This design comes from an exercise in tuning for a short achievable clock period and few clock cycles on the open sky130 flow, not from production work. Function was checked by simulation only, so behaviour that the tests miss may differ from the original. No activity file was given, so power comes from the tool's default toggle rates.

==> flow/design.v <==
module vx16_core (
    input  wire        clk,
    input  wire        rst,
    input  wire        cmd_valid,
    input  wire [1:0]  cmd_op,
    input  wire [15:0] cmd_pc,
    input  wire        cmd_debug,
    input  wire        cmd_limit_en,
    input  wire [31:0] cmd_limit,
    input  wire        cancel_req,
    output wire        ready,
    output reg         done,
    output reg  [3:0]  status,
    output reg  [31:0] steps,
    output reg  [15:0] fault_info,
    output reg  [2:0]  fault_sub,
    output reg         slot_valid,
    output reg         trace_valid,
    output reg  [15:0] trace_pc,
    output reg  [31:0] trace_ir,
    output wire [2:0]  trace_flags,
    output wire        mem_re,
    output wire        mem_we,
    output wire [13:0] mem_addr,
    output wire [7:0]  mem_wdata,
    input  wire [7:0]  mem_rdata,
    input  wire [4:0]  dbg_sel,
    output reg  [15:0] dbg_data
);
    localparam [1:0] CMD_ALLOC = 2'd0, CMD_FREE = 2'd1, CMD_SETPC = 2'd2, CMD_EXEC = 2'd3;
    localparam [3:0] ST_HALTED   = 4'd0, ST_OOB       = 4'd1, ST_BADREG = 4'd2,
                     ST_BADOP    = 4'd3, ST_BADSLOT   = 4'd6, ST_LIMIT  = 4'd7,
                     ST_CANCEL   = 4'd8;
    localparam [7:0] OP_HALT = 8'h00, OP_NOP  = 8'h01,
                     OP_LDI  = 8'h10, OP_MOV  = 8'h11, OP_LDB  = 8'h12, OP_LDW  = 8'h13,
                     OP_STB  = 8'h14, OP_STW  = 8'h15,
                     OP_ADD  = 8'h20, OP_SUB  = 8'h21, OP_AND  = 8'h22, OP_OR   = 8'h23,
                     OP_XOR  = 8'h24, OP_SHL  = 8'h25, OP_SHR  = 8'h26,
                     OP_ADDI = 8'h28, OP_SUBI = 8'h29, OP_SHLI = 8'h2A, OP_SHRI = 8'h2B,
                     OP_CMP  = 8'h30, OP_CMPI = 8'h31,
                     OP_JMP  = 8'h40, OP_JZ   = 8'h41, OP_JNZ  = 8'h42, OP_JC   = 8'h43,
                     OP_JNC  = 8'h44, OP_JS   = 8'h45, OP_JNS  = 8'h46,
                     OP_PUSH = 8'h50, OP_POP  = 8'h51, OP_CALL = 8'h52, OP_RET  = 8'h53;
    reg [15:0] x [0:15];
    reg [15:0] pc;              
    reg [31:0] ir;              
    reg [15:0] ipc;             
    reg [1:0]  fl_sc;           
    reg [15:0] zres;            
    wire [2:0] flags = {fl_sc, (zres == 16'h0000)};
    reg [1:0]  tr_sc;
    reg [15:0] tr_zres;
    assign trace_flags = {tr_sc, (tr_zres == 16'h0000)};
    reg [31:0] ir_prev;         
    reg [15:0] ipc_prev;
    reg        run;
    reg        ex_v;            
    reg [1:0]  ms;              
    reg        debug_r;
    reg        limit_en_r;
    reg [31:0] rem;             
    reg        rem0;            
    reg        cancel_r;
    reg        fault_r;
    reg        fault_w;         
    reg        flush_r;
    reg [3:0]  fst_r;
    reg [15:0] finfo_r;
    reg [2:0]  fsub_r;
    reg        sb_v;
    reg        sb_two;
    reg [13:0] sb_addr;
    reg [15:0] sb_data;
    reg [13:0] ea1_r;
    reg [7:0]  ld_lo;
    reg [15:0] ras;             
    reg        lu_v;
    reg        lu_two;          
    reg        lu_word;         
    reg        lu_hold;         
    reg [3:0]  lu_rd;
    reg [13:0] lu_addr;
    reg        rt_v;
    reg        rt_last;
    reg        rt_word;
    reg [3:0]  rt_rd;
    reg [7:0]  lu_lo;
    reg        pf_on;
    reg        rd_pf;           
    reg [15:0] pf_wa;           
    reg [15:0] pf_ba;           
    reg [1:0]  pf_k;            
    reg [23:0] pf_buf;
    reg        fb_v;            
    reg [15:0] fb_a;
    reg [31:0] fb_d;
    reg [15:0] win_lo, win_hi;  
    reg [31:0]  c_data [0:127];
    reg [4:0]   c_tag  [0:127];
    reg [127:0] c_val;
    assign ready = ~run;
    wire [7:0]  op    = ir[7:0];
    wire [7:0]  fa    = ir[15:8];
    wire [7:0]  fb    = ir[23:16];
    wire [7:0]  fc    = ir[31:24];
    wire [15:0] imm16 = ir[31:16];
    wire       op_ok, use_a, use_b, use_c, dec_fault, is_halt, is_ret, is_luop, is_store;
    reg  [8:0] pd, pd_prev;
    assign {op_ok, use_a, use_b, use_c, dec_fault, is_halt, is_ret, is_luop, is_store} = pd;
    wire bad_a = use_a && (fa[7:4] != 4'd0);
    wire bad_b = use_b && (fb[7:4] != 4'd0);
    wire bad_c = use_c && (fc[7:4] != 4'd0);
    wire        fwd = rt_v && rt_last;
    wire [15:0] lu_val  = rt_word ? {mem_rdata, lu_lo} : {8'h00, mem_rdata};
    wire [15:0] ra = (fwd && (fa[3:0] == rt_rd)) ? lu_val : x[fa[3:0]];
    wire [15:0] rb = (fwd && (fb[3:0] == rt_rd)) ? lu_val : x[fb[3:0]];
    wire [15:0] rc = (fwd && (fc[3:0] == rt_rd)) ? lu_val : x[fc[3:0]];
    wire [15:0] sp = x[15];
    wire is_r3   = (op >= OP_ADD) && (op <= OP_SHR);
    wire is_rs   = (op == OP_SHLI) || (op == OP_SHRI);
    wire is_imm  = (op == OP_ADDI) || (op == OP_SUBI) || (op == OP_CMPI);
    wire is_ldb  = (op == OP_LDB);
    wire is_push = (op == OP_PUSH);
    wire is_pop  = (op == OP_POP);
    wire is_call = (op == OP_CALL);
    wire is_byte  = (op == OP_LDB) || (op == OP_STB);
    wire is_mem   = is_luop || is_ret || is_store;
    wire [15:0] src1 = (is_r3 || is_rs) ? rb : ra;
    wire [15:0] src2 = is_r3  ? rc :
                       is_imm ? imm16 :
                       is_rs  ? {8'h00, fc} : rb;
    wire [16:0] add_w   = {1'b0, src1} + {1'b0, src2};
    wire [15:0] sub_r   = src1 - src2;
    wire        sub_c   = (src1 < src2);
    wire        sh_big  = (src2 >= 16'd16);
    wire [31:0] shl_w   = {16'h0000, src1} << src2[3:0];
    wire [15:0] shl_r   = sh_big ? 16'h0000 : shl_w[15:0];
    wire        shl_c   = sh_big ? (src1 != 16'h0000) : (shl_w[31:16] != 16'h0000);
    wire [15:0] shr_r   = sh_big ? 16'h0000 : (src1 >> src2[3:0]);
    reg [15:0] alu_r;
    reg        alu_c;
    always @(*) begin
        alu_r = 16'h0000; alu_c = 1'b0;
        case (op)
            OP_ADD, OP_ADDI:          begin alu_r = add_w[15:0]; alu_c = add_w[16]; end
            OP_SUB, OP_SUBI, OP_CMP,
            OP_CMPI:                  begin alu_r = sub_r; alu_c = sub_c; end
            OP_AND:                   alu_r = src1 & src2;
            OP_OR:                    alu_r = src1 | src2;
            OP_XOR:                   alu_r = src1 ^ src2;
            OP_SHL, OP_SHLI:          begin alu_r = shl_r; alu_c = shl_c; end
            OP_SHR, OP_SHRI:          alu_r = shr_r;
            default: ;
        endcase
    end
    wire       sets_flags = is_r3 || is_rs || is_imm || (op == OP_CMP);
    wire       writes_alu = is_r3 || is_rs || (op == OP_ADDI) || (op == OP_SUBI);
    wire [15:0] sp_dn = sp - 16'd2;
    wire [15:0] sp_up = sp + 16'd2;
    wire [15:0] ea    = (is_push || is_call) ? sp_dn :
                        (is_pop  || is_ret)  ? sp :
                        rb + {{8{fc[7]}}, fc};
    wire        ea_oob = (ea[15:14] != 2'd0) || (!is_byte && (ea[13:0] == 14'h3FFF));
    wire [15:0] st_data = is_call ? pc : ra;
    reg cond;
    always @(*) begin
        case (op)
            OP_JMP:  cond = 1'b1;
            OP_JZ:   cond =  flags[0];
            OP_JNZ:  cond = ~flags[0];
            OP_JC:   cond =  flags[1];
            OP_JNC:  cond = ~flags[1];
            OP_JS:   cond =  flags[2];
            OP_JNS:  cond = ~flags[2];
            default: cond = 1'b0;
        endcase
    end
    wire kill     = fault_r || fault_w || flush_r;
    wire ex0      = ex_v && (ms == 2'd0) && !kill;
    wire mem_free = !sb_v && !lu_v && !rt_v;
    wire lu_dep   = (lu_v && ((use_a && (fa[3:0] == lu_rd)) ||
                              (use_b && (fb[3:0] == lu_rd)) ||
                              (use_c && (fc[3:0] == lu_rd)) ||
                              ((lu_rd == 4'd15) && (is_push || is_call || is_pop)))) ||
                    (rt_v && !rt_last && ((use_a && (fa[3:0] == rt_rd)) ||
                                          (use_b && (fb[3:0] == rt_rd)) ||
                                          (use_c && (fc[3:0] == rt_rd)))) ||
                    (rt_v && (rt_rd == 4'd15) && (is_push || is_call || is_pop));
    wire halt_go  = ex0 && is_halt && mem_free;
    wire st_go    = ex0 && is_store && !dec_fault && !sb_v && !lu_dep;
    wire lu_port;
    wire lu_free  = !lu_v || (!lu_two && lu_port);
    wire lu_go    = ex0 && is_luop && !dec_fault && lu_free && !lu_dep;
    wire ret_go   = ex0 && is_ret && mem_free;
    wire mem_go   = st_go || lu_go || ret_go;
    wire ret_done = ex_v && is_ret && (ms == 2'd2);
    wire alu_go   = ex0 && !is_mem && !is_halt && !dec_fault && !lu_dep;
    wire leave    = alu_go || st_go || lu_go || ret_done;
    wire ea_ok    = !ea_oob;
    wire commit   = ((st_go || lu_go) && ea_ok) || alu_go || ret_done || halt_go;
    wire fault_now = (ex0 && dec_fault && mem_free) || (mem_go && ea_oob);
    wire flush_now = st_go && ea_ok && (ea <= win_hi) && ((ea + 16'd1) >= win_lo);
    wire [15:0] ret_val = {mem_rdata, ld_lo};
    wire        ret_hit = (ret_val == pc);
    wire        lu_wr   = rt_v && rt_last;
    assign      lu_port = lu_v && !(lu_hold && sb_v);
    wire        sb_wr   = sb_v && !lu_port;
    wire        ret_port = ex_v && is_ret && !kill && (((ms == 2'd0) && mem_free) || (ms == 2'd1));
    wire        wr_en   = alu_go && (writes_alu || (op == OP_LDI) || (op == OP_MOV));
    wire [15:0] wr_data = (op == OP_LDI) ? imm16 :
                          (op == OP_MOV) ? rb : alu_r;
    wire        sp_en   = (((st_go && (is_push || is_call)) || (lu_go && is_pop)) && ea_ok) || ret_done;
    wire [15:0] sp_val  = (is_pop || is_ret) ? sp_up : sp_dn;
    wire        br_now = ex_v && (cond || is_call);
    wire [15:0] la     = br_now ? imm16 : pc;
    wire [6:0]  li_s   = {pc[8:7] ^ pc[11:10], pc[6:2]};
    wire [6:0]  li_t   = {imm16[8:7] ^ imm16[11:10], imm16[6:2]};
    wire        oob_s  = (pc[15:14] != 2'd0) || ((pc[13:2] == 12'hFFF) && (pc[1:0] != 2'd0));
    wire        oob_t  = (imm16[15:14] != 2'd0) || ((imm16[13:2] == 12'hFFF) && (imm16[1:0] != 2'd0));
    wire        s_done = rd_pf && (pf_k == 2'd3);
    wire [31:0] s_word = {mem_rdata, pf_buf};
    wire        c_hit_s = c_val[li_s] && (c_tag[li_s] == pc[13:9]) && (pc[1:0] == 2'd0);
    wire        f_hit_s = fb_v && (fb_a == pc);
    wire        s_hit_s = s_done && (pf_wa == pc);
    wire        hit_s   = (c_hit_s || f_hit_s || s_hit_s) && !oob_s;
    wire [31:0] dat_s   = s_hit_s ? s_word : f_hit_s ? fb_d : c_data[li_s];
    wire        c_hit_t = c_val[li_t] && (c_tag[li_t] == imm16[13:9]) && (imm16[1:0] == 2'd0);
    wire        f_hit_t = fb_v && (fb_a == imm16);
    wire        s_hit_t = s_done && (pf_wa == imm16);
    wire        hit_t   = (c_hit_t || f_hit_t || s_hit_t) && !oob_t;
    wire [31:0] dat_t   = s_hit_t ? s_word : f_hit_t ? fb_d : c_data[li_t];
    wire        hit      = br_now ? hit_t : hit_s;
    wire [31:0] hit_data = br_now ? dat_t : dat_s;
    wire [7:0]  n_op = hit_data[7:0];
    reg n_ok, n_ua, n_ub, n_uc;
    always @(*) begin
        n_ok = 1'b1; n_ua = 1'b0; n_ub = 1'b0; n_uc = 1'b0;
        case (n_op)
            OP_HALT, OP_NOP, OP_RET: ;
            OP_JMP, OP_JZ, OP_JNZ, OP_JC, OP_JNC, OP_JS, OP_JNS, OP_CALL: ;
            OP_PUSH, OP_POP, OP_LDI, OP_ADDI, OP_SUBI, OP_CMPI: n_ua = 1'b1;
            OP_MOV, OP_CMP, OP_SHLI, OP_SHRI,
            OP_LDB, OP_LDW, OP_STB, OP_STW: begin n_ua = 1'b1; n_ub = 1'b1; end
            OP_ADD, OP_SUB, OP_AND, OP_OR, OP_XOR, OP_SHL, OP_SHR:
                begin n_ua = 1'b1; n_ub = 1'b1; n_uc = 1'b1; end
            default: n_ok = 1'b0;
        endcase
    end
    wire n_dfault = !n_ok || (n_ua && (hit_data[15:12] != 4'd0)) ||
                    (n_ub && (hit_data[23:20] != 4'd0)) || (n_uc && (hit_data[31:28] != 4'd0));
    wire [8:0] pd_n = {n_ok, n_ua, n_ub, n_uc, n_dfault,
                       (n_op == OP_HALT), (n_op == OP_RET),
                       (n_op == OP_LDB) || (n_op == OP_LDW) || (n_op == OP_POP),
                       (n_op == OP_STB) || (n_op == OP_STW) || (n_op == OP_PUSH) || (n_op == OP_CALL)};
    wire        la_oob   = br_now ? oob_t : oob_s;
    wire [15:0] la4      = br_now ? (imm16 + 16'd4) : (pc + 16'd4);
    wire stop     = cancel_r || (limit_en_r && rem0);
    wire ex_free  = !ex_v || (leave && (!is_ret || ret_hit));
    wire enter    = run && !kill && ex_free && hit && !stop;
    wire restart  = run && !kill && ex_free && !hit && !stop && !la_oob && !(pf_on && (pf_wa == la));
    wire idle_end = run && !kill && !ex_v && mem_free && (stop || oob_s);
    wire [6:0]  wi     = {pf_wa[8:7] ^ pf_wa[11:10], pf_wa[6:2]};
    wire        wa_ok  = (pf_wa[1:0] == 2'd0) && (pf_wa[15:14] == 2'd0);
    wire [15:0] ahead = pf_ba - pc;
    wire pf_issue  = run && pf_on && !sb_v && !lu_port && !ret_port && !(ex_v && is_store) &&
                     (ahead < 16'd12);
    assign mem_we    = sb_wr;
    assign mem_re    = run && !sb_wr;
    assign mem_wdata = sb_data[7:0];
    assign mem_addr  = lu_port ? lu_addr :
                       sb_v ? sb_addr :
                       ret_port ? ((ms == 2'd0) ? sp[13:0] : ea1_r) :
                       pf_ba[13:0];
    always @(*) begin
        case (dbg_sel)
            5'd16:   dbg_data = pc;
            5'd17:   dbg_data = {13'h0000, flags};
            5'd18:   dbg_data = ir[15:0];
            5'd19:   dbg_data = ir[31:16];
            default: dbg_data = dbg_sel[4] ? 16'h0000 : x[dbg_sel[3:0]];
        endcase
    end
    integer i;
    always @(posedge clk) begin
        ir_prev  <= ir;
        pd_prev  <= pd;
        ipc_prev <= ipc;
        trace_pc <= ipc;
        trace_ir <= ir;
        tr_sc       <= sets_flags ? {alu_r[15], alu_c} : fl_sc;
        tr_zres     <= sets_flags ? alu_r : zres;
        if (rst) begin
            run         <= 1'b0;
            slot_valid  <= 1'b0;
            done        <= 1'b0;
            trace_valid <= 1'b0;
            sb_v        <= 1'b0;
            ex_v        <= 1'b0;
            pf_on       <= 1'b0;
            rd_pf       <= 1'b0;
            lu_v        <= 1'b0;
            rt_v        <= 1'b0;
            fault_r     <= 1'b0;
            fault_w     <= 1'b0;
            flush_r     <= 1'b0;
        end else begin
            done        <= 1'b0;
            trace_valid <= 1'b0;
            cancel_r    <= cancel_req;
            fault_r     <= 1'b0;
            flush_r     <= 1'b0;
            if (!run) begin
                if (cmd_valid) begin
                    case (cmd_op)
                        CMD_ALLOC: begin
                            slot_valid <= 1'b1;
                            pc         <= cmd_pc;
                            ir         <= 32'h0;
                            pd         <= 9'b1_0000_1_0_0_0;
                            fl_sc      <= 2'b00;
                            zres       <= 16'h0001;
                            ras        <= 16'h0000;
                            for (i = 0; i < 16; i = i + 1)
                                x[i] <= 16'h0000;
                        end
                        CMD_FREE:  slot_valid <= 1'b0;
                        CMD_SETPC: if (slot_valid) pc <= cmd_pc;
                        CMD_EXEC: begin
                            if (!slot_valid) begin
                                status <= ST_BADSLOT;
                                done   <= 1'b1;
                            end else begin
                                run        <= 1'b1;
                                debug_r    <= cmd_debug;
                                limit_en_r <= cmd_limit_en;
                                rem        <= cmd_limit;
                                rem0       <= (cmd_limit == 32'd0);
                                steps      <= 32'd0;
                                ex_v       <= 1'b0;
                                ms         <= 2'd0;
                                pf_on      <= 1'b1;
                                pf_wa      <= pc;
                                pf_ba      <= pc;
                                pf_k       <= 2'd0;
                                rd_pf      <= 1'b0;
                                fb_v       <= 1'b0;
                                c_val      <= 128'd0;
                                win_lo     <= 16'hFFFF;
                                win_hi     <= 16'h0000;
                            end
                        end
                    endcase
                end
            end else begin
                if (sb_wr) begin
                    sb_v    <= sb_two;
                    sb_two  <= 1'b0;
                    sb_addr <= sb_addr + 14'd1;
                    sb_data <= {8'h00, sb_data[15:8]};
                end
                if (rd_pf) begin
                    case (pf_k)
                        2'd0: pf_buf[7:0]   <= mem_rdata;
                        2'd1: pf_buf[15:8]  <= mem_rdata;
                        2'd2: pf_buf[23:16] <= mem_rdata;
                        default: ;
                    endcase
                    pf_k <= pf_k + 2'd1;
                    if (pf_k == 2'd3) begin
                        fb_v  <= 1'b1;
                        fb_a  <= pf_wa;
                        fb_d  <= s_word;
                        if (wa_ok) begin
                            c_data[wi] <= s_word;
                            c_tag[wi]  <= pf_wa[13:9];
                            c_val[wi]  <= 1'b1;
                        end
                        pf_wa <= pf_wa + 16'd4;
                    end
                end
                rd_pf <= pf_issue;
                if (pf_issue) begin
                    pf_ba <= pf_ba + 16'd1;
                    if (pf_ba < win_lo) win_lo <= pf_ba;
                    if (pf_ba > win_hi) win_hi <= pf_ba;
                end
                if (restart) begin
                    pf_on <= 1'b1;
                    pf_wa <= la;
                    pf_ba <= la;
                    pf_k  <= 2'd0;
                    rd_pf <= 1'b0;
                end
                if (st_go && is_call && ea_ok)
                    ras <= pc;
                if (ret_go && ea_ok) begin
                    pc    <= ras;
                    ms    <= 2'd1;
                    ea1_r <= sp[13:0] + 14'd1;
                end
                if (ex_v && is_ret && (ms == 2'd1)) begin
                    ld_lo <= mem_rdata;
                    ms    <= 2'd2;
                end
                lu_lo   <= mem_rdata;
                rt_v    <= lu_port;
                rt_last <= !lu_two;
                rt_word <= lu_word;
                rt_rd   <= lu_rd;
                if (lu_port) begin
                    lu_hold <= 1'b0;
                    lu_two  <= 1'b0;
                    lu_addr <= lu_addr + 14'd1;
                    if (!lu_two) lu_v <= 1'b0;
                end
                if (lu_go) begin
                    lu_v    <= ea_ok;
                    lu_two  <= !is_ldb;
                    lu_word <= !is_ldb;
                    lu_hold <= sb_v;
                    lu_rd   <= fa[3:0];
                    lu_addr <= ea[13:0];
                end
                if (st_go) begin
                    sb_v    <= ea_ok;
                    sb_two  <= !is_byte;
                    sb_addr <= ea[13:0];
                    sb_data <= st_data;
                end
                if (lu_wr) x[rt_rd] <= lu_val;
                if (sp_en) x[15] <= sp_val;
                if (wr_en) x[fa[3:0]] <= wr_data;
                if (alu_go && sets_flags) begin
                    fl_sc <= {alu_r[15], alu_c};
                    zres  <= alu_r;
                end
                if (commit) begin
                    if (steps != 32'hFFFF_FFFF)
                        steps <= steps + 32'd1;
                    trace_valid <= debug_r;
                end
                if (enter) begin
                    ex_v <= 1'b1;
                    ms   <= 2'd0;
                    ir   <= hit_data;
                    pd   <= pd_n;
                    ipc  <= la;
                    pc   <= la4;
                    rem  <= rem - 32'd1;
                    rem0 <= (rem == 32'd1);
                end else if (leave) begin
                    ex_v <= 1'b0;
                    pc   <= is_ret ? ret_val : la;
                end
                fault_r <= fault_now;
                flush_r <= flush_now;
                if (!kill) begin
                if (!op_ok) begin
                    fst_r <= ST_BADOP; finfo_r <= {8'h00, op}; fsub_r <= 3'd0;
                end else if (bad_a) begin
                    fst_r <= ST_BADREG; finfo_r <= {8'h00, fa}; fsub_r <= 3'd1;
                end else if (bad_b) begin
                    fst_r <= ST_BADREG; finfo_r <= {8'h00, fb}; fsub_r <= 3'd2;
                end else if (bad_c) begin
                    fst_r <= ST_BADREG; finfo_r <= {8'h00, fc}; fsub_r <= 3'd3;
                end else begin
                    fst_r <= ST_OOB; finfo_r <= ea; fsub_r <= is_byte ? 3'd1 : 3'd2;
                end
                end
                if (flush_r) begin
                    c_val  <= 128'd0;
                    fb_v   <= 1'b0;
                    pf_on  <= 1'b0;
                    rd_pf  <= 1'b0;
                    win_lo <= 16'hFFFF;
                    win_hi <= 16'h0000;
                    ex_v   <= 1'b0;
                    ir     <= ir_prev;
                    pd     <= pd_prev;
                    if (ex_v) begin
                        pc   <= ipc;
                        rem  <= rem + 32'd1;
                        rem0 <= 1'b0;
                    end
                end
                if (fault_r) begin
                    ex_v <= 1'b0;
                    ir   <= ir_prev;
                    pd   <= pd_prev;
                    pc   <= ipc_prev;
                end
                if ((fault_r || fault_w) && !mem_free)
                    fault_w <= 1'b1;
                if ((fault_r || fault_w) && mem_free) begin
                    status     <= fst_r;
                    fault_info <= finfo_r;
                    fault_sub  <= fsub_r;
                    done       <= 1'b1;
                    run        <= 1'b0;
                    fault_w    <= 1'b0;
                end else if (halt_go) begin
                    status <= ST_HALTED;
                    done   <= 1'b1;
                    run    <= 1'b0;
                    ex_v   <= 1'b0;
                end else if (idle_end) begin
                    if (cancel_r)
                        status <= ST_CANCEL;
                    else if (limit_en_r && rem0)
                        status <= ST_LIMIT;
                    else begin
                        status     <= ST_OOB;
                        fault_info <= pc;
                        fault_sub  <= 3'd4;
                    end
                    done <= 1'b1;
                    run  <= 1'b0;
                end
            end
        end
    end
endmodule
==> flow/run.sh <==
#!/bin/bash
# synth_recipe.tcl (not shown) runs the flow's synth.tcl, then flattens the netlist and writes it again
# the make line also repeats each setting of config.mk as NAME=value (left out here)
make -C /OpenROAD-flow-scripts/flow DESIGN_CONFIG=/design/flow/config.mk WORK_HOME=/design/flow/orfs CLKGATE_MAP_FILE= SYNTH_SCRIPT=/design/flow/synth_recipe.tcl finish
==> flow/config.mk <==
export PLATFORM = sky130hd
export DESIGN_NAME = vx16_core
export DESIGN_NICKNAME = vx16_core
export VERILOG_FILES = /design/flow/design.v
export SDC_FILE = /design/flow/constraint.sdc
export NUM_CORES = 4
export LEC_CHECK = 0
export ABC_CLOCK_PERIOD_IN_PS = 4000
export CAP_MARGIN = 20
export CORE_MARGIN = 2
export CORE_UTILIZATION = 55
export SETUP_SLACK_MARGIN = 4
export SLEW_MARGIN = 20
==> flow/constraint.sdc <==
create_clock -name core_clock -period 10.0 [get_ports {clk}]
set_input_delay 2.0000 -clock core_clock [delete_from_list [all_inputs] [get_ports {clk}]]
set_output_delay 2.0000 -clock core_clock [all_outputs]
set_load 0.01 [all_outputs]
==> metrics.yaml, run 1 <==
status:
  status: "timing/DRC/antenna clean"
power_and_ir_drop:
  p_comb_share_pct: 5.5
  power_density_nw_per_um2: 160
  switchingPower_mw: 11.7
  ir_drop_uv: 223
  p_clk_share_pct: 44.3
  p_leak_nw: 101
  p_sw_share_pct: 22.7
  power_frac_seq_pct: 50.3
  intPower_mw: 39.8
logic_synthesis:
  syn_area_per_cell_sq_um: 17.7
  ys_types: 102
  synth_fp_nets: 16294
  synth_edf_count: 5566
  synthArstFlopShare_pct: 0
  ys_seq_elements: 5665
  syn_area_sq_um: 285000
  syn-instance-count: 16060
  ys_top_cells_by_area: "edfxtp_1 (59%), mux4_2 (25%), nor2_1 (1.1%)"
  ys_seq_area_share_pct: 59.4
  yosys_warnings: 1
  synth-main-ff-cell: "edfxtp_1"
  yosys.area.top_type: "edfxtp_1"
  yosys.area.top_type_share_pct: 58.7
final_layout:
  drive_gt1_share_pct: 33.1
  finish.utilization_pct: 62.4
  final_area_sq_um: 322000
  nets: 16736
  fillCellCount: 36514
  seqCellArea_sq_um: 169000
  final_cells: 23943
  area_growth_pct: 13.1
  multi_input_area_sq_um: 111000
global_route:
  grt_max_degree: 148
  grt_pass1_vias: 180935
  grtUsageTotal_pct: 42.8
  antenna_found_initial: 83
  grt-ovfl-total: 0
  grt_pass1_wl_um: 1520000
timing:
  fmax_ghz: 0.162
  holdWs_ps: 375
  tightest_slew_ps: 1380
  hold_violations: 0
  report.final.slew_viol_count: 0
  period_needed_ps: 6190
  maxSlewHeadroom_pct: 7.91
  period_share_pct: 61.9
  tns_ps: 0
  finClkSkew_ps: 75.2
  finalSetupViolations: 0
  rsz0062_at_grt: "yes"
run:
  max_cap_violations: 0
setup_path:
  worstPathRequired_ps: 11020
  worst_setup_path_start_kind: "register"
  setup.worst_path.end_class: "register"
  crit_chain: "buf_6 > buf_6 > buf_6 > mux4_2 > mux4_2 > mux4_2 > mux2i_1 > a211oi_1 > a211oi_1 > nor2_1 > a22o_1"
  slowest_delay_ps: 810
  path_max_fanout: 56
  arrival_ps: 7200
  critical_path_class: "register to register"
  critPathSlowestCell: "a211oi_1"
  worstRegToRegCells: 11
placement:
  gp_congestion: 0.979
  placed_area_sq_um: 297000
  numPlacedInstances: 22614
  port-buffer-count: 218
  dp_hpwl_um: 703000
clocking:
  clockBufferDepth: 4
  cts-root-buf: "clkbuf_16"
  ctsHoldBuffers: 0
  path_clk_slew_ps: 60
  cts.sinks: 5665
  cts_tree: "yes"
  cts.htree.levels: 6
  insertion_delay_ps: 1150
  cts_buffers: 614
route:
  dr_total_vias: 187310
  wl_um: 1130000
  ant_nets: 0
  drtIter0Drc: 35286
  routedWlPerCell_um: 47.3
  vias_per_cell: 7.82
  drc: 0
  drt_pass1_iterations: 9
floorplanning:
  die_w_um: 723
  core_area_sq_um: 516000
  pin_count: 219
  rows: 264
  dieArea_sq_um: 523000
  start_util_pct: 55.1
  die_y_um: 723
worst_hold_path:
  worstHoldPathType: "register to register"
  worstHoldPathCells: 0
power by group through the flow:
stage,logic [mW],clock network (mW),registers (mW)
2_1_floorplan,1.51,0,26.3
3_3_place_gp,2.51,0,26.4
3_5_place_dp,2.52,0,26.4
4_1_cts,2.62,22.8,25.9
5_1_grt,2.86,23.7,25.9
6_report,2.82,22.8,25.9
worst paths after layout:
kind / startpoint / end / slack, ps
max reg2reg: ir[19] / register / 3810
max: ir[19] / register / 3810
min: ipc[8] / ipc_prev[8] / 370
min reg2reg: ipc[8] / ipc_prev[8] / 370
stage by stage:
| step | total power, mW | setup WS, ps |
|---|---|---|
| after global placement | 28.9 | 1940 |
| after floorplan | 27.9 | 3780 |
| after global routing | 52.4 | 3810 |
| final | 51.5 | 3810 |
| after detailed placement | 28.9 | 1900 |
| after CTS | 51.3 | 3870 |
timing repair:
item,CTS,global route
endpoints found under the setup margin,605,445
pin swaps,41,74
buffers inserted,89,57
gates resized for setup,352,267
gates cloned,16,22
cells in the final DEF, fill, tap and decap left out, types with 84 or more instances in the layout:
cell type / n
clkinv_1: 142
a21oi_1: 416
nand3_1: 463
inv_1: 187
nor3_1: 168
xor2_1: 99
ha_1: 153
clkbuf_1: 113
xnor2_1: 196
clkbuf_16: 644
mux2i_1: 265
a221oi_1: 86
nor2_4: 141
nand4_1: 89
buf_12: 128
mux4_2: 3186
clkdlybuf4s50_1: 176
o21ai_0: 420
and3_1: 84
nand2_1: 623
clkinv_2: 93
dfxtp_1: 87
nor2_1: 672
and2_1: 106
buf_4: 656
a22oi_1: 143
edfxtp_1: 5566
layout make-up:
type	count	area share, %
Antenna cell	41	0.0319
Clock buffer	740	4.99
Multi-Input combinational cell	8866	34.5
Clock inverter	360	1.12
Timing Repair Buffer	1147	3.88
Sequential cell	5665	52.5
Inverter	208	0.259
Tap cell	6916	2.69
kinds of logic (layout without fill, tap and decap cells):
family | Yosys count | after routing | share of synthesized area, %
compound gates | 2050 | 2054 | 4.76
xor+xnor | 301 | 301 | 0.926
fa+ha+maj | 165 | 165 | 0.733
buf+inv | 1535 | 2455 | 2.72
flops | 5665 | 5665 | 59.4
mux | 3581 | 3582 | 26.9
other cells | 0 | 41 | 0
simple gates | 2763 | 2764 | 4.56
state kept, by name, indices dropped and copies added, names as in the netlist, 24 cells and up, named ones only:
register / cells
c_data: 4096
c_tag: 640
x: 256
c_val: 128
fb_d: 32
ir: 32
ir_prev: 32
rem: 32
steps: 32
pf_buf: 24
per-layer routing:
layer	share of wire [%]	wire (um)	global-route usage (%)
met3	15	176000	15.1
met1	34	390000	58.1
met2	43	487000	60.8
met4	7.1	80900	23.9
met5	0.024	277	0.376
critical path, delay by kind of cell, from the launching register on:
kind,cells,cell delay [ps]
buffers and inverters,3,1690
flip-flops,1,530
multiplexers,4,2230
AO/OA/AOI/OAI,3,1240
AND/OR/NAND/NOR,1,160
cells in the mapped netlist, drive strengths merged, types with 20 or more instances:
cell and count:
edfxtp 5566, mux4 3234, nor2 831, clkbuf 677, buf 650, nand2 645, o21ai 535, nand3 485
a21oi 442, mux2i 281, inv 200, xnor2 199, nor3 181, ha 162, a22oi 149, and2 116
xor2 102, a221oi 99, dfxtp 99, a211oi 90, nand4 89, and3 87, nor4 82, o22ai 79
a22o 75, a21o 71, mux2 66, a31oi 64, o211ai 57, nor2b 49, a311oi 43, a32oi 37
o21a 34, nand2b 33, or2 33, or3 29, o31ai 26, o221ai 25, o2111ai 20
Testbench counts, summed over its fixed seeds: cycles 105,774.
==> inputs of run 2 (changes only) <==
--- a/flow/design.v
+++ b/flow/design.v
@@ -113,7 +113,18 @@
     wire        fwd = rt_v && rt_last;
     wire [15:0] lu_val  = rt_word ? {mem_rdata, lu_lo} : {8'h00, mem_rdata};
-    wire [15:0] ra = (fwd && (fa[3:0] == rt_rd)) ? lu_val : x[fa[3:0]];
-    wire [15:0] rb = (fwd && (fb[3:0] == rt_rd)) ? lu_val : x[fb[3:0]];
-    wire [15:0] rc = (fwd && (fc[3:0] == rt_rd)) ? lu_val : x[fc[3:0]];
+    reg  [15:0] oh_a, oh_b, oh_c, oh_a_prev, oh_b_prev, oh_c_prev;
+    reg  [15:0] xa, xb, xc;
+    integer k;
+    always @(*) begin
+        xa = 16'h0000; xb = 16'h0000; xc = 16'h0000;
+        for (k = 0; k < 16; k = k + 1) begin
+            xa = xa | ({16{oh_a[k]}} & x[k]);
+            xb = xb | ({16{oh_b[k]}} & x[k]);
+            xc = xc | ({16{oh_c[k]}} & x[k]);
+        end
+    end
+    wire [15:0] ra = (fwd && (fa[3:0] == rt_rd)) ? lu_val : xa;
+    wire [15:0] rb = (fwd && (fb[3:0] == rt_rd)) ? lu_val : xb;
+    wire [15:0] rc = (fwd && (fc[3:0] == rt_rd)) ? lu_val : xc;
     wire [15:0] sp = x[15];
     wire is_r3   = (op >= OP_ADD) && (op <= OP_SHR);
@@ -206,5 +217,5 @@
     assign      lu_port = lu_v && !(lu_hold && sb_v);
     wire        sb_wr   = sb_v && !lu_port;
-    wire        ret_port = ex_v && is_ret && !kill && (((ms == 2'd0) && mem_free) || (ms == 2'd1));
+    wire        ret_port = ex_v && is_ret && (((ms == 2'd0) && mem_free) || (ms == 2'd1));
     wire        wr_en   = alu_go && (writes_alu || (op == OP_LDI) || (op == OP_MOV));
     wire [15:0] wr_data = (op == OP_LDI) ? imm16 :
@@ -281,8 +292,11 @@
         endcase
     end
-    integer i;
+    integer i, j;
     always @(posedge clk) begin
         ir_prev  <= ir;
         pd_prev  <= pd;
+        oh_a_prev <= oh_a;
+        oh_b_prev <= oh_b;
+        oh_c_prev <= oh_c;
         ipc_prev <= ipc;
         trace_pc <= ipc;
@@ -318,4 +332,7 @@
                             ir         <= 32'h0;
                             pd         <= 9'b1_0000_1_0_0_0;
+                            oh_a       <= 16'h0001;
+                            oh_b       <= 16'h0001;
+                            oh_c       <= 16'h0001;
                             fl_sc      <= 2'b00;
                             zres       <= 16'h0001;
@@ -430,5 +447,6 @@
                 if (lu_wr) x[rt_rd] <= lu_val;
                 if (sp_en) x[15] <= sp_val;
-                if (wr_en) x[fa[3:0]] <= wr_data;
+                for (j = 0; j < 16; j = j + 1)
+                    if (wr_en && oh_a[j]) x[j] <= wr_data;
                 if (alu_go && sets_flags) begin
                     fl_sc <= {alu_r[15], alu_c};
@@ -445,4 +463,7 @@
                     ir   <= hit_data;
                     pd   <= pd_n;
+                    oh_a <= 16'h0001 << hit_data[11:8];
+                    oh_b <= 16'h0001 << hit_data[19:16];
+                    oh_c <= 16'h0001 << hit_data[27:24];
                     ipc  <= la;
                     pc   <= la4;
@@ -478,4 +499,7 @@
                     ir     <= ir_prev;
                     pd     <= pd_prev;
+                    oh_a   <= oh_a_prev;
+                    oh_b   <= oh_b_prev;
+                    oh_c   <= oh_c_prev;
                     if (ex_v) begin
                         pc   <= ipc;
@@ -488,4 +512,7 @@
                     ir   <= ir_prev;
                     pd   <= pd_prev;
+                    oh_a <= oh_a_prev;
+                    oh_b <= oh_b_prev;
+                    oh_c <= oh_c_prev;
                     pc   <= ipc_prev;
                 end
==> metrics.yaml, run 2 <==
placement:
  placed_area_sq_um: 297000  # about the same
  dp_hpwl_um: 728000  # +3.6%
  port-buffer-count: 218  # unchanged
  numPlacedInstances: 22773  # +0.70%
  gp_congestion: 1.06  # +7.9%
final_layout:
  drive_gt1_share_pct: 32.2  # -0.92 points
  final_common_cell: "edfxtp_1"
  reg.largest.list: "c_data x4096, c_tag x640, x x256"
  nets: 16947  # +1.3%
  area_growth_pct: 13.5
  largest_reg_flops: 4096  # unchanged
  final_cell_mix: "edfxtp_1 (5,614), mux4_2 (2,978), buf_4 (773), nor2_1 (674), nand2_1 (668)"
  fillCellCount: 36101  # -1.1%
  final_area_sq_um: 322000  # +0.14%
  regMostFlops: "c_data"
  final_cells: 24209  # +1.1%
logic_synthesis:
  ys_types: 109  # +6.9%
  syn_area_per_cell_sq_um: 17.5  # -1.2%
  synth_edf_count: 5614  # +0.86%
  syn-instance-count: 16224  # +1.0%
  synth_fp_nets: 16457  # +1.0%
  synthArstFlopShare_pct: 0  # unchanged
  ys_seq_elements: 5749  # +1.5%
  yosys.area.top_type_share_pct: 59.3  # +0.62 points
  ys_top_cells_by_area: "edfxtp_1 (59%), mux4_2 (24%), mux2i_1 (1.3%)"
  syn_area_sq_um: 284000  # -0.19%
  ys_top_cells_by_count: "edfxtp_1 (5,614), mux4_2 (2,978), nor2_1 (842)"
  yosys.area.top_type: "edfxtp_1"
  yosys_warnings: 1  # unchanged
  yosys.cell_count.top_type: "edfxtp_1"
  ys_seq_area_share_pct: 60.3  # +0.87 points
  synth-main-ff-cell: "edfxtp_1"
clocking:
  cts-root-buf: "clkbuf_16"
  clockBufferDepth: 4  # unchanged
  ctsHoldBuffers: 0  # unchanged
  cts.htree.levels: 6  # unchanged
  insertion_delay_ps: 1150  # about the same
  path_clk_slew_ps: 60  # about the same
  cts_buffers: 618  # +0.65%
  cts_tree: "yes"
  cts.sinks: 5749  # +1.5%
setup_path:
  reg2reg_slack_ps: 3770  # -40 ps
  setup.worst_path.end_class: "register"
  worstPathRequired_ps: 10860  # -160 ps
  path_max_fanout: 23  # -59%
  critical_path_class: "register to register"
  r2r-start: "pc[8]"
  worst_setup_path_start_kind: "register"
  cp-startpoint: "pc[8]"
  arrival_ps: 7090  # -110 ps
timing:
  period_needed_ps: 6230  # +44.7 ps
  period_share_pct: 62.3  # +0.45 points
  maxSlewHeadroom_pct: 6.27  # -1.6 points
  fmax_ghz: 0.161  # -0.72%
  tns_ps: 0  # unchanged
  holdWs_ps: 372  # -2.25 ps
  hold_violations: 0  # unchanged
  rsz0062_at_grt: "yes"
  finalSetupViolations: 0  # unchanged
  finClkSkew_ps: 100  # +24.9 ps
  tightest_slew_ps: 1400  # +24.6 ps
  report.final.slew_viol_count: 0  # unchanged
route:
  vias_per_cell: 7.90  # +1.0%
  dr_total_vias: 191325  # +2.1%
  wl_um: 1170000  # +3.5%
  ant_nets: 0  # unchanged
  drtIter0Drc: 37161  # +5.3%
  drt_pass1_iterations: 13  # +4
  routedWlPerCell_um: 48.5  # +2.4%
  drc: 0  # unchanged
power_and_ir_drop:
  finalPower_mw: 52.0  # +1.1%
  power_density_nw_per_um2: 161  # +1.0%
  ir_drop_uv: 188  # -16%
  p_leak_nw: 103  # +1.8%
run:
  max_cap_violations: 0  # unchanged
global_route:
  grt_max_degree: 132  # -11%
  grt_pass1_vias: 184132  # +1.8%
  grt-ovfl-total: 0  # unchanged
  grt_pass1_wl_um: 1580000  # +3.4%
  grtUsageTotal_pct: 44.6  # +1.8 points
  antenna_found_initial: 98  # +18%
worst_hold_path:
  worstHoldPathType: "register to register"
  hold_start: "oh_a[10]"
floorplanning:
  core_area_sq_um: 514000  # -0.51%
  start_util_pct: 55.3  # +0.18 points
  pin_count: 219  # unchanged
  die_w_um: 723  # about the same
  die_y_um: 723  # about the same
  dieArea_sq_um: 522000  # -0.19%
  rows: 263  # -0.38%
status:
  status: "timing/DRC/antenna clean"
-- run 2: logic make-up (layout without fill, tap and decap cells) --
family	Yosys count	in the layout	synth area share, %
buffers and inverters	1550	2549	2.63
adder cells (fa/ha/maj)	164	164	0.730
other	0	92	0
AO/OA/AOI/OAI	2473	2477	6.00
flip-flops	5749	5749	60.3
XOR/XNOR	317	317	0.982
multiplexers	3411	3411	25.2
AND/OR/NAND/NOR	2560	2560	4.22
-- run 2: power breakdown --
| part | internal (mW) | switching, mW |
|---|---|---|
| combinational | 0.960 | 1.68 |
| sequential | 26.2 | 0.0620 |
| clock | 13.0 | 10.1 |
-- run 2: area by class of cell --
cell class                 count  area [sq um]  share of cell area (%)
sequential                  5749        171000                    53.1
antenna                       92           230                  0.0714
multi-input combinational   8929        109000                    33.7
clock inverter               396          3930                    1.22
tap                         6890          8620                    2.67
inverter                     206           851                   0.264
clock buffer                 737         16200                    5.04
timing repair buffer        1210         12700                    3.93
-- run 2: repair_timing --
item | in CTS | in global routing
pin swaps | 23 | 24
setup endpoints to repair | 892 | 650
cloned | 32 | 10
buffers inserted | 108 | 56
resized for setup | 346 | 161
endpoints found under the hold margin | 0 | 0
-- run 2: worst max-delay path: stages (launching register included) --
cell and delay, ps:
edfxtp_1 320, buf_4 420, xnor2_2 190, buf_4 710, buf_4 490, nand2_1 490
a221oi_1 450, o21ai_0 210, a221oi_1 730, nor3_1 110, a211o_1 520, or3_1 510
o2111ai_1 220, mux2i_1 150, a211oi_1 240, a31oi_1 120
-- run 2: stage by stage --
step	utilization [%]	worst slack, ps
floorplan	-	3590
global placement	57.8	1670
detailed placement	57.9	1670
CTS	62.4	3820
global route	62.7	3850
finish	62.8	3770
-- run 2: worst paths after layout --
check / to / depth (start not counted)
setup / recovery: pd[4] / 15
hold / removal: oh_a_prev[10] / 0
setup reg to reg: pd[4] / 15
hold reg to reg: oh_a_prev[10] / 0
-- run 2: per-layer routing --
| layer | track usage (%) | up-vias | share of wire [%] |
|---|---|---|---|
| met5 | 0.610 | - | 0.071 |
| met4 | 29.6 | 54 | 8.4 |
| li1 | - | 69881 | - |
| met3 | 16.3 | 4088 | 15 |
| met2 | 63.2 | 18349 | 43 |
| met1 | 58.0 | 98953 | 33 |
Testbench counts of run 2, summed over its fixed seeds: cycles 105,774.
==> inputs of run 3 (changes only) <==
==> flow/flow/run.sh (new file) <==
#!/bin/bash
set -euo pipefail
bash standard.sh 'BUFFER_PORTS_ARGS=-buffer_cell sky130_fd_sc_hd__buf_4' finish > run_standard.log 2>&1
==> flow/standard.sh (new file) <==
#!/bin/bash
# synth_recipe.tcl (not shown) runs the flow's synth.tcl, then flattens the netlist and writes it again
# the make line also repeats each setting of config.mk as NAME=value (left out here)
make -C /OpenROAD-flow-scripts/flow DESIGN_CONFIG=/design/flow/config.mk WORK_HOME=/design/flow/orfs CLKGATE_MAP_FILE= SYNTH_SCRIPT=/design/flow/synth_recipe.tcl "${@:-finish}"
removed: flow/run.sh
==> metrics.yaml, run 3 <==
status:
  status: "timing/DRC/antenna clean"
power_and_ir_drop:
  p_clk_share_pct: 44.0  # -0.5 points
  ir_drop_uv: 191  # +1.9%
  intPower_mw: 39.8  # -1.1%
  switchingPower_mw: 11.8  # -0.24%
  p_leak_nw: 103  # about the same
  p_sw_share_pct: 23.0  # +0.15 points
  power_frac_seq_pct: 50.9  # +0.5 points
  power_density_nw_per_um2: 160  # -0.62%
  finalPower_mw: 51.6  # -0.87%
  p_comb_share_pct: 5.2  # about the same
timing:
  finalSetupViolations: 0  # unchanged
  hold_violations: 0  # unchanged
  finClkSkew_ps: 77.8  # -22.2 ps
  period_share_pct: 62.6  # +0.30 points
  tightest_slew_ps: 1410  # +12.4 ps
  holdWs_ps: 369  # -3.88 ps
  tns_ps: 0  # unchanged
  fmax_ghz: 0.160  # -0.48%
  rsz0062_at_grt: "yes"
  period_needed_ps: 6260  # +30.3 ps
  report.final.slew_viol_count: 0  # unchanged
  maxSlewHeadroom_pct: 5.79  # -0.48 points
global_route:
  grt_max_degree: 139  # +5.3%
  grt_pass1_wl_um: 1580000  # +0.25%
  grt-ovfl-total: 0  # unchanged
  antenna_found_initial: 90  # -8.2%
  grtUsageTotal_pct: 44.8  # +0.19 points
  grt_pass1_vias: 184472  # +0.18%
placement:
  port-buffer-count: 218  # unchanged
  dp_hpwl_um: 734000  # +0.82%
  gp_congestion: 1.04  # -1.4%
  placed_area_sq_um: 296000  # -0.29%
final_layout:
  final_cell_mix: "edfxtp_1 (5,614), mux4_2 (2,978), buf_4 (1,026), nor2_1 (672), nand2_1 (666)"
  fillCellCount: 36306  # +0.57%
  final_common_cell: "edfxtp_1"
  regMostFlops: "c_data"
  largest_reg_flops: 4096  # unchanged
  nets: 17002  # +0.32%
  multi_input_area_sq_um: 109000  # about the same
  seqCellArea_sq_um: 171000  # unchanged
  area_growth_pct: 13.2
  drive_gt1_share_pct: 33.1  # +0.92 points
  final_area_sq_um: 322000  # -0.25%
  reg.largest.list: "c_data x4096, c_tag x640, x x256"
logic_synthesis:
  ys_seq_area_share_pct: 60.3  # unchanged
  yosys.area.top_type: "edfxtp_1"
  ys_types: 109  # unchanged
  synth_edf_count: 5614  # unchanged
  ys_top_cells_by_area: "edfxtp_1 (59%), mux4_2 (24%), mux2i_1 (1.3%)"
  ys_seq_elements: 5749  # unchanged
  synth-main-ff-cell: "edfxtp_1"
  synthArstFlopShare_pct: 0  # unchanged
  ys_top_cells_by_count: "edfxtp_1 (5,614), mux4_2 (2,978), nor2_1 (842)"
  yosys.cell_count.top_type: "edfxtp_1"
  yosys_warnings: 1  # unchanged
  synth_fp_nets: 16457  # unchanged
  yosys.area.top_type_share_pct: 59.3  # unchanged
  syn-instance-count: 16224  # unchanged
  syn_area_per_cell_sq_um: 17.5  # unchanged
  syn_area_sq_um: 284000  # unchanged
route:
  drtIter0Drc: 36205  # -2.6%
  vias_per_cell: 7.93  # +0.34%
  drt_pass1_iterations: 13  # unchanged
  routedWlPerCell_um: 48.9  # +0.95%
  drc: 0  # unchanged
  dr_total_vias: 192194  # +0.45%
  wl_um: 1190000  # +1.1%
  ant_nets: 0  # unchanged
floorplanning:
  rows: 263  # unchanged
  core_area_sq_um: 514000  # unchanged
  dieArea_sq_um: 522000  # unchanged
  die_w_um: 723  # unchanged
  die_y_um: 723  # unchanged
  pin_count: 219  # unchanged
  start_util_pct: 55.3  # unchanged
clocking:
  path_clk_slew_ps: 70  # about the same
  ctsHoldBuffers: 0  # unchanged
  clockBufferDepth: 4  # unchanged
  cts_buffers: 614  # -0.65%
  insertion_delay_ps: 1160  # about the same
  cts-root-buf: "clkbuf_16"
  cts_tree: "yes"
  cts.sinks: 5749  # unchanged
  cts.htree.levels: 6  # unchanged
setup_path:
  arrival_ps: 7090  # about the same
  path_max_fanout: 21  # -8.7%
  critical_path_class: "register to register"
  worstPathRequired_ps: 10830  # -30 ps
  worst_setup_path_start_kind: "register"
  setup.worst_path.end_class: "register"
worst_hold_path:
  worstHoldPathType: "register to register"
run:
  max_cap_violations: 0  # unchanged
==> run 3: worst max-delay path, cell delays in order, from the launching register on <==
cell	delay, ps
edfxtp_1	340
buf_6	440
buf_4	690
xor2_1	210
nor4_1	260
nand3_1	110
or4b_2	880
mux2i_2	720
a32oi_1	100
o21ai_1	620
nor2_1	290
and3_1	300
a221oi_1	350
o21ai_1	170
a211oi_1	230
a31oi_1	110
==> run 3: kinds of logic after synthesis <==
family,count (synthesis),share of synthesized area (%)
fa+ha+maj,164,0.730
simple gates,2560,4.22
flops,5749,60.3
buf+inv,1550,2.63
xor+xnor,317,0.982
mux,3411,25.2
compound gates,2473,6.00
==> run 3: metal layers <==
layer / global-route usage [%] / routed length, um / share of wire, % / up-vias
met5: 1.45 / 1460 / 0.12 / -
met4: 30.8 / 107000 / 9.0 / 66
met3: 17.5 / 186000 / 16 / 4489
met2: 63.7 / 505000 / 43 / 18168
met1: 56.7 / 387000 / 33 / 99544
li1: - / - / - / 69927
==> run 3: power by group through the flow <==
| stage | logic [mW] | clock network (mW) | registers [mW] |
|---|---|---|---|
| floorplan | 1.35 | 0 | 26.7 |
| global placement | 2.37 | 0 | 26.8 |
| detailed placement | 2.39 | 0 | 26.8 |
| CTS | 2.47 | 22.7 | 26.2 |
| global route | 2.67 | 23.6 | 26.2 |
| finish | 2.67 | 22.7 | 26.2 |
==> run 3: final timing paths <==
kind,from,to,slack (ps),cells past startpoint
max,pc[5],pd[4],3740,15
min,ipc[11],ipc_prev[11],370,0
max reg2reg,pc[5],pd[4],3740,15
min reg2reg,ipc[11],ipc_prev[11],370,0
==> run 3: layout make-up <==
type | instances | share of cell area (%)
flip-flops and latches | 5749 | 53.3
multi-input cells | 8927 | 33.8
clock buffers | 775 | 5.04
repair buffers | 1271 | 3.90
well taps | 6890 | 2.68
clock inverters | 339 | 1.05
inverters | 206 | 0.262
diodes | 80 | 0.0622
==> run 3: timing repair <==
item	in CTS	in global routing
pin swaps	20	53
endpoints found under the setup margin	786	644
gates cloned	21	23
gates resized for setup	268	259
buffers inserted	86	124
==> run 3: stage by stage <==
step	utilization [%]	setup WS, ps	instances
2_1_floorplan	-	3590	16224
3_3_place_gp	57.7	1550	22774
3_5_place_dp	57.7	1540	22785
4_1_cts	62.0	3940	24006
5_1_grt	62.6	3900	24166
6_report	62.6	3740	24237

## static timing again, ports no longer ideal
Ports are ideal in the flow. The routed layouts listed here were re-timed in OpenROAD. Step 1 sets driving cells, clkbuf_16 on the clock port and buf_2 on the other inputs (assumed; they add their load-dependent delay and slew). Step 2, shift: input delay + t, output delay - t, t = (earliest + latest rising clock arrival at the registers) / 2. This alone moves slack from input paths to output paths. Slacks: no drivers / after step 1 / after step 2; pairs: no drivers / after step 1.
run	t (ns)	setup WS [ns]	cell pins on the clock port's net
run 1	1.251	3.815 / 3.720 / 2.751	1
run 2	1.236	3.770 / 3.563 / 2.840	1
run 3	1.265	3.740 / 3.551 / 2.655	1
After both steps setup and hold are still met in every run listed. For run 3, which loses most, drivers alone change the setup slack by -0.189 ns; drivers and shift together by -1.085 ns.
